This design comes from an exercise in tuning for small area, a short achievable clock period and few clock cycles on the open sky130 flow, not from production work.
No run shown here included a check of the RTL's function; only the layout flow was run.

## flow/design.v (module list and top-level ports; edited modules follow where they fit)
// module als_div: 776 lines
// module als_codec: 121 lines
// module als_core: 1898 lines
module als_core (
    input  wire        clk,
    input  wire        rst,           
    input  wire        cmd_valid,
    input  wire [31:0] cmd_cw,
    input  wire [31:0] cmd_opd,
    output reg         busy,
    output reg         rsp_valid,
    output reg  [2:0]  rsp_status,
    output wire [31:0] rsp_result
);
  // ...
==> flow/run.sh <==
#!/bin/bash
# synth_recipe.tcl (not shown) runs the flow's synth.tcl, then flattens the netlist and writes it again
# the make line also repeats each setting of config.mk as NAME=value (left out here)
make -C /OpenROAD-flow-scripts/flow DESIGN_CONFIG=/design/flow/config.mk WORK_HOME=/design/flow/orfs CLKGATE_MAP_FILE= SYNTH_SCRIPT=/design/flow/synth_recipe.tcl finish
==> flow/config.mk <==
export PLATFORM = sky130hd
export DESIGN_NAME = als_core
export DESIGN_NICKNAME = als_core
export VERILOG_FILES = /design/flow/design.v
export SDC_FILE = /design/flow/constraint.sdc
export NUM_CORES = 4
export LEC_CHECK = 0
export ABC_AREA = 1
export CAP_MARGIN = 20
export CORE_MARGIN = 2
export CORE_UTILIZATION = 40
export SETUP_SLACK_MARGIN = 3
export SLEW_MARGIN = 20
==> flow/constraint.sdc <==
create_clock -name core_clock -period 10.0 [get_ports {clk}]
set_input_delay 2.0000 -clock core_clock [delete_from_list [all_inputs] [get_ports {clk}]]
set_output_delay 2.0000 -clock core_clock [all_outputs]
set_load 0.01 [all_outputs]
==> summary.md, run 1 <==
| Metric | Value |
|---|---|
| Net total in the final layout | `roughly 5500` |
| Startpoint kind of the worst setup timing path | `input pin` |
| Distinct cell type count of the synthesized netlist | `68` |
| Cell depth of the worst setup path | `25` |
| Post-Syn Nets | `approximately 5500` |
| Library cell with the largest summed area after synthesis | `sky130_fd_sc_hd__fa_1` |
| Global-route wire length before repair | `209000 um` |
| Longest Clk Path Bufs | `2` |
| Critical Path Most Common Cell | `sky130_fd_sc_hd__nand2_1` |
| Syn_area_per_cell | `6.96 um2` |
| Transition at the pin with the smallest max-transition slack | `approximately 1.0 ns` |
| CP Capture Type | `register` |
| Worst slack, placed | `1.80 ns` |
| Outcome | `finished clean` |
| Synth Instances | `4829` |
| Count of inverters other than clock inverters in the layout | `between 900 and 1000` |
| Routability congestion estimate from global placement | `1.02` |
| Max stage delay on crit path | `0.51 ns` |
| Number of buffers added for setup after CTS | `7` |
| Max cap viols | `0` |
| Core ar. | `0.0834 mm2` |
| Synthesis Warnings | `3` |
| Maximum number of pins on one net before global-route repair | `51` |
| Cell Count, Final, Fillers Out | `5924` |
==> inputs of run 2 (changes only) <==
--- a/flow/design.v
+++ b/flow/design.v
@@ -1016,30 +1016,28 @@
     reg         res_shift;
     reg         res_b16;
     reg  [4:0]  res_sh;
     wire [31:0] res_shifted = res_val >> res_sh;
     assign rsp_result = res_shift ? {15'd0, res_shifted[16] & res_b16, res_shifted[15:0]}
                                   : res_val;
     reg  signed [42:0] acc;
     reg  [1:0]         pstep;
+    reg  [16:0] lux_l;
+    wire [19:0] lbe = {2'b00, lux_l, 1'b0};
     reg  [8:0]  bone;
     reg  [8:0]  btwo;
     reg  [7:0]  bneg;
-    wire [19:0] lbe_n = {2'b00, lval, 1'b0};
-    reg  [8:0]  bone_n;
-    reg  [8:0]  btwo_n;
-    reg  [7:0]  bneg_n;
     integer i;
     always @(*) begin
         for (i = 0; i < 9; i = i + 1) begin
-            bone_n[i] = lbe_n[2*i+1] ^ lbe_n[2*i];
-            btwo_n[i] = (lbe_n[2*i+2] & ~lbe_n[2*i+1] & ~lbe_n[2*i]) |
-                        (~lbe_n[2*i+2] & lbe_n[2*i+1] & lbe_n[2*i]);
-            if (i < 8) bneg_n[i] = lbe_n[2*i+2] & ~(lbe_n[2*i+1] & lbe_n[2*i]);
+            bone[i] = lbe[2*i+1] ^ lbe[2*i];
+            btwo[i] = (lbe[2*i+2] & ~lbe[2*i+1] & ~lbe[2*i]) |
+                      (~lbe[2*i+2] & lbe[2*i+1] & lbe[2*i]);
+            if (i < 8) bneg[i] = lbe[2*i+2] & ~(lbe[2*i+1] & lbe[2*i]);
         end
     end
     wire [43:0] acc_x = {acc[42], acc};
     wire [43:0] acc_2 = {acc, 1'b0};
     wire [43:0] pq0 = ({44{bone[0]}} & acc_x | {44{btwo[0]}} & acc_2) ^ {44{bneg[0]}};
     wire [43:0] pp0 = {~pq0[43], pq0[42:0]};
     wire [43:0] pq1 = ({44{bone[1]}} & acc_x | {44{btwo[1]}} & acc_2) ^ {44{bneg[1]}};
     wire [43:0] pp1 = {~pq1[43], pq1[42:0]};
@@ -2755,35 +2753,31 @@
         if (rst) begin
             busy       <= 1'b0;
             rsp_valid  <= 1'b0;
             rsp_status <= ST_OK;
             res_val    <= 32'd0;
             res_shift  <= 1'b0;
             res_b16    <= 1'b0;
             res_sh     <= 5'd0;
-            bone       <= 9'd0;
-            btwo       <= 9'd0;
-            bneg       <= 8'd0;
+            lux_l      <= 17'd0;
             acc        <= 43'sd0;
             pstep      <= 2'd0;
         end else if (busy) begin
             pstep <= pstep + 2'd1;
             acc   <= acc_next;
             if (pstep == 2'd3) begin
                 busy       <= 1'b0;
                 rsp_valid  <= 1'b1;
                 rsp_status <= ST_OK;
                 res_val    <= {5'd0, psum[57:31]};
                 res_shift  <= 1'b0;
             end
         end else begin
-            bone  <= bone_n;
-            btwo  <= btwo_n;
-            bneg  <= bneg_n;
+            lux_l <= lval;
             acc   <= D4;
             pstep <= 2'd0;
             if (cmd_valid) begin
                 busy       <= need_poly;
                 rsp_valid  <= ~need_poly;
                 rsp_status <= imm_status;
                 res_val    <= imm_value;
                 res_shift  <= imm_shift;
==> run 2 against run 1 <==
  * Flip-flop and latch count shrank 9
  * Still clean
  * Die area fell by 4.2%
  * Clock-buffer cell count down 7
  * Synthesized cell count fell by 4.9%
==> summary.md, run 2 <==
| Metric | Value |
|---|---|
| Post-DP HPWL | `103000 um` |
| Critical Path Most Common Cell | `sky130_fd_sc_hd__fa_1` |
| Unrepaired setup endpoints after global routing | `yes` |
| Final number of setup-violating endpoints | `0` |
| CTS H-Tree Depth | `3` |
| CP Capture Type | `register` |
| Setup Skew | `0.0103 ns` |
| Sequential fraction of the synthesis area | `under 10%` |
| Overall via count from detail_route | `33300` |
| Global-route wire length before repair | `201000 um (-3.8%)` |
| Critical Path AT | `7.13 ns` |
| Dominant combinational cell family by area after synthesis | `adder cells` |
| Grt ovf | `0` |
| Clock Tree Root | `sky130_fd_sc_hd__clkbuf_16` |
| Largest registers | `acc x43, res_val x31, lux_l x17` |
| Average wire length per cell after detail routing | `23.5 um` |
| Transition at the pin with the smallest max-transition slack | `1.05 ns (+0.00612 ns)` |
| Die outline area | `between 0.08 and 0.09 mm2` |
| Clock Pin Slew Worst Setup and Hold Paths | `0.08 ns` |
| Filler Cell Count | `8438` |
| Area growth from synthesis to layout | `9.81%` |
| Total Routed Length | `133000 um` |
| Later-pin clock latency in the skew report | `around 0.39 ns` |
| Top cells by instance count after synthesis | `sky130_fd_sc_hd__inv_1 (821), sky130_fd_sc_hd__nand2_1 (672), sky130_fd_sc_hd__fa_1 (413)` |
| Count of buffers from port buffering | `102` |
| Post-synthesis mux area share | `0.381%` |
| CP Data Required Time | `10.32 ns` |
| Highest fanout seen on the critical path | `11` |
| Final critical-path required period | `approximately 6.8 ns` |
| Critical-path top delay cell | `sky130_fd_sc_hd__fa_1` |
| Post-synth design cell area | `0.0322 mm2` |
| Max Clk Rate | `between 100 and 150 MHz` |
| Final period utilization | `68.2%` |
| Antenna violations before repair | `1` |
| Worst reg2reg path startpoint | `lux_l[8]` |
| Seq cells post-synth | `105` |
| Post-Syn Nets | `5280 (-4.3%)` |
| Number of enable-type register cells in the synthesized netlist | `0` |
| Total number of clock tree sinks | `roughly 110` |
| Max stage delay on crit path | `0.56 ns (+0.05 ns)` |
| Fraction of synthesized cell area in xor and xnor cells | `9.46%` |
| Final ANT Viol Nets | `0` |
| CTS tree | `built` |
| Initial Util | `40.2%` |
| Die height | `between 200 and 300 um` |
| Most frequent standard cell in the layout excluding fill and tap cells | `sky130_fd_sc_hd__inv_1` |
| Count of routing violations after the opening detailed-route iteration | `around 3400` |
| Width of the die | `288 um` |
| Core ar. | `0.0802 mm2 (-3.9%)` |
| Library cell with the largest summed area after synthesis | `sky130_fd_sc_hd__fa_1` |
| Drt drc | `0` |
| Post-detailed-route via-to-cell ratio | `between 5 and 6` |
| Inserted Clock Buffers | `9` |
| Max Transition Viols Final | `0` |
| Routability congestion estimate from global placement | `0.999 (-2.5%)` |
| Outcome | `finished clean` |
| Summed negative setup slack over all endpoints | `0 ns` |
| Synth Instances | `4591 (-4.9%)` |
| Class of the worst hold path | `reg -> reg` |
| Post-Synth Adder-Cell Area | `33.8%` |
| Fraction of final layout cells sized beyond drive strength 1 | `between 6 and 7%` |
| Maximum number of pins on one net before global-route repair | `49 (-3.9%)` |
| Share of flip-flops with an asynchronous set or reset after synthesis | `0%` |
| Most instantiated flip-flop cell in the synthesis netlist | `sky130_fd_sc_hd__dfxtp_1` |
| Beginning of the worst hold path | `lux_l[15]` |
| Synth top area cells | `sky130_fd_sc_hd__fa_1 (26%), sky130_fd_sc_hd__inv_1 (9.6%), sky130_fd_sc_hd__xor2_1 (8.9%), sky130_fd_sc_hd__ha_1 (8.1%), sky130_fd_sc_hd__nand2_1 (7.8%)` |
| Syn_area_per_cell | `7.02 um2 (+0.76%)` |
| Most common cell in the netlist | `sky130_fd_sc_hd__inv_1` |
| Area share of and/or/nand/nor cells after synthesis | `17.8%` |
| Setup slack after layout | `3.18 ns` |
| Register bank with the most flops | `acc` |
| Cells traversed along the worst timing path | `clkdlybuf4s50_1 -> buf_4 -> clkinvlp_4 -> fa_2 -> fa_1 -> fa_1 -> fa_1 -> ha_1 -> a21oi_2 -> o21ai_0 -> a21oi_1 -> nand3_1 -> a21o_1 -> a21oi_4 -> o21ai_4 -> xor2_2 -> nand2_1 -> a21oi_1` |
| Compound-gate portion of the synthesized area | `19.2%` |
| Setup CP Type | `in -> reg` |
| Max cap viols | `0 (unchanged)` |
| First-pass detailed-route iteration total | `6` |
| Boundary pin count | `104` |
| Startpoint kind of the worst setup timing path | `input pin` |
| Distinct cell type count of the synthesized netlist | `66 (-2.9%)` |
| Net total in the final layout | `5304 (-3.9%)` |
| Worst slack, placed | `1.79 ns (-0.00272 ns)` |
| Post-synth top area share | `25.7%` |
| Final Hold Viols | `0` |
| Std cell rows | `104` |
| GR Util All Layers | `approximately a third` |
| Timing startpoint of the critical path | `cmd_opd[13]` |
| Headroom to the max-slew limit | `29.8%` |
| Longest Clk Path Bufs | `2 (unchanged)` |
| Max reg flops | `43` |
| Most frequent cells in the layout | `sky130_fd_sc_hd__inv_1 (811), sky130_fd_sc_hd__nand2_1 (671), sky130_fd_sc_hd__fa_1 (412)` |
| Synthesis Warnings | `3 (unchanged)` |
| Number of global-route vias before repair | `32500` |
-- run 2: critical path, delay by kind of cell --
kind	cells	cell delay, ns
AND/OR/NAND/NOR	2	0.27
AO/OA/AOI/OAI	7	1.22
adder cells (fa/ha/maj)	5	2.40
XOR/XNOR	1	0.30
buffers and inverters	3	0.93
-- run 2: metrics by stage --
step / area (um2) / hold slack, ns / util, % / std cells
2_1_floorplan: 32200 / 0.448 / - / 4591
3_3_place_gp: 34400 / 0.468 / 43.0 / 5631
3_5_place_dp: 34400 / 0.466 / 43.0 / 5631
4_1_cts: 35000 / 0.487 / 43.6 / 5666
5_1_grt: 35400 / 0.521 / 44.1 / 5680
6_report: 35400 / 0.489 / 44.1 / 5681
-- run 2: final timing paths --
check | end | slack (ns) | depth (start not counted)
worst max-delay path | res_val[30] | 3.18 | 18
worst min-delay path | lux_l[15] | 0.49 | 2
worst max register to register | res_val[23] | 3.21 | 24
worst min register to register | lux_l[15] | 0.49 | 2
-- run 2: final cells by class --
cell class	instances	area (um2)	area share (%)
diodes	1	2.50	0.00708
clock buffers	10	239	0.676
clock inverters	6	57.6	0.163
inverters	883	3360	9.51
multi-input cells	3393	26300	74.3
flip-flops and latches	105	2110	5.95
well taps	1060	1330	3.75
repair buffers	223	1990	5.62
-- run 2: logic make-up (layout without fill, tap and decap cells) --
kind of cell,after synthesis,in the layout
AOI/OAI and AO/OA,1069,1069
xor gates and xnor gates,347,347
muxes,12,12
buffers and inverters,1093,1122
other,1,2
DFF,105,105
and+or+nand+nor,1342,1342
adders and majority gates,622,622
-- run 2: timing repair --
| action | in CTS | in global routing |
|---|---|---|
| pin swaps | 1 | 6 |
| hold buffers | 0 | 0 |
| endpoints found under the setup margin | 53 | 68 |
| setup buffers | 19 | 14 |
| resized for setup | 25 | 67 |
-- run 2: layer usage --
layer,share of wire [%],vias up,track usage (%)
li1,-,15000,-
met2,45,1780,51.4
met4,5.9,2,16.1
met1,41,16200,41.7
met5,0.0097,-,0
met3,8.1,359,4.52

==> static timing again, ports no longer ideal <==
How much do the figures lean on ideal ports? The routed layouts below were timed once more, with nothing changed but the port constraints. Step 1 (the two cells are an assumption about what drives the block):
set clk [get_ports {clk}]
set_driving_cell -lib_cell sky130_fd_sc_hd__clkbuf_16 $clk
set_driving_cell -lib_cell sky130_fd_sc_hd__buf_2 [delete_from_list [all_inputs] $clk]
Step 2 moves the port delays by t, midway between the first and last clock arrival at a register: inputs arrive t later, outputs are due t later. That takes back most of the time a late clock gives input paths. a / b / c = no drivers / after step 1 / after step 2; a / b = the first two.
run	t, ns	setup slack, ns	worst setup path after step 2	clock arrival spread, ns
run 1	0.508	3.201 / 3.243 / 2.735	input to register	0.016 / 0.016
run 2	0.421	3.182 / 3.200 / 2.778	input to register	0.010 / 0.011
After both steps setup and hold are still met in every run listed. For run 1, which loses most, drivers alone change the setup slack by +0.042 ns; drivers and shift together by -0.466 ns.
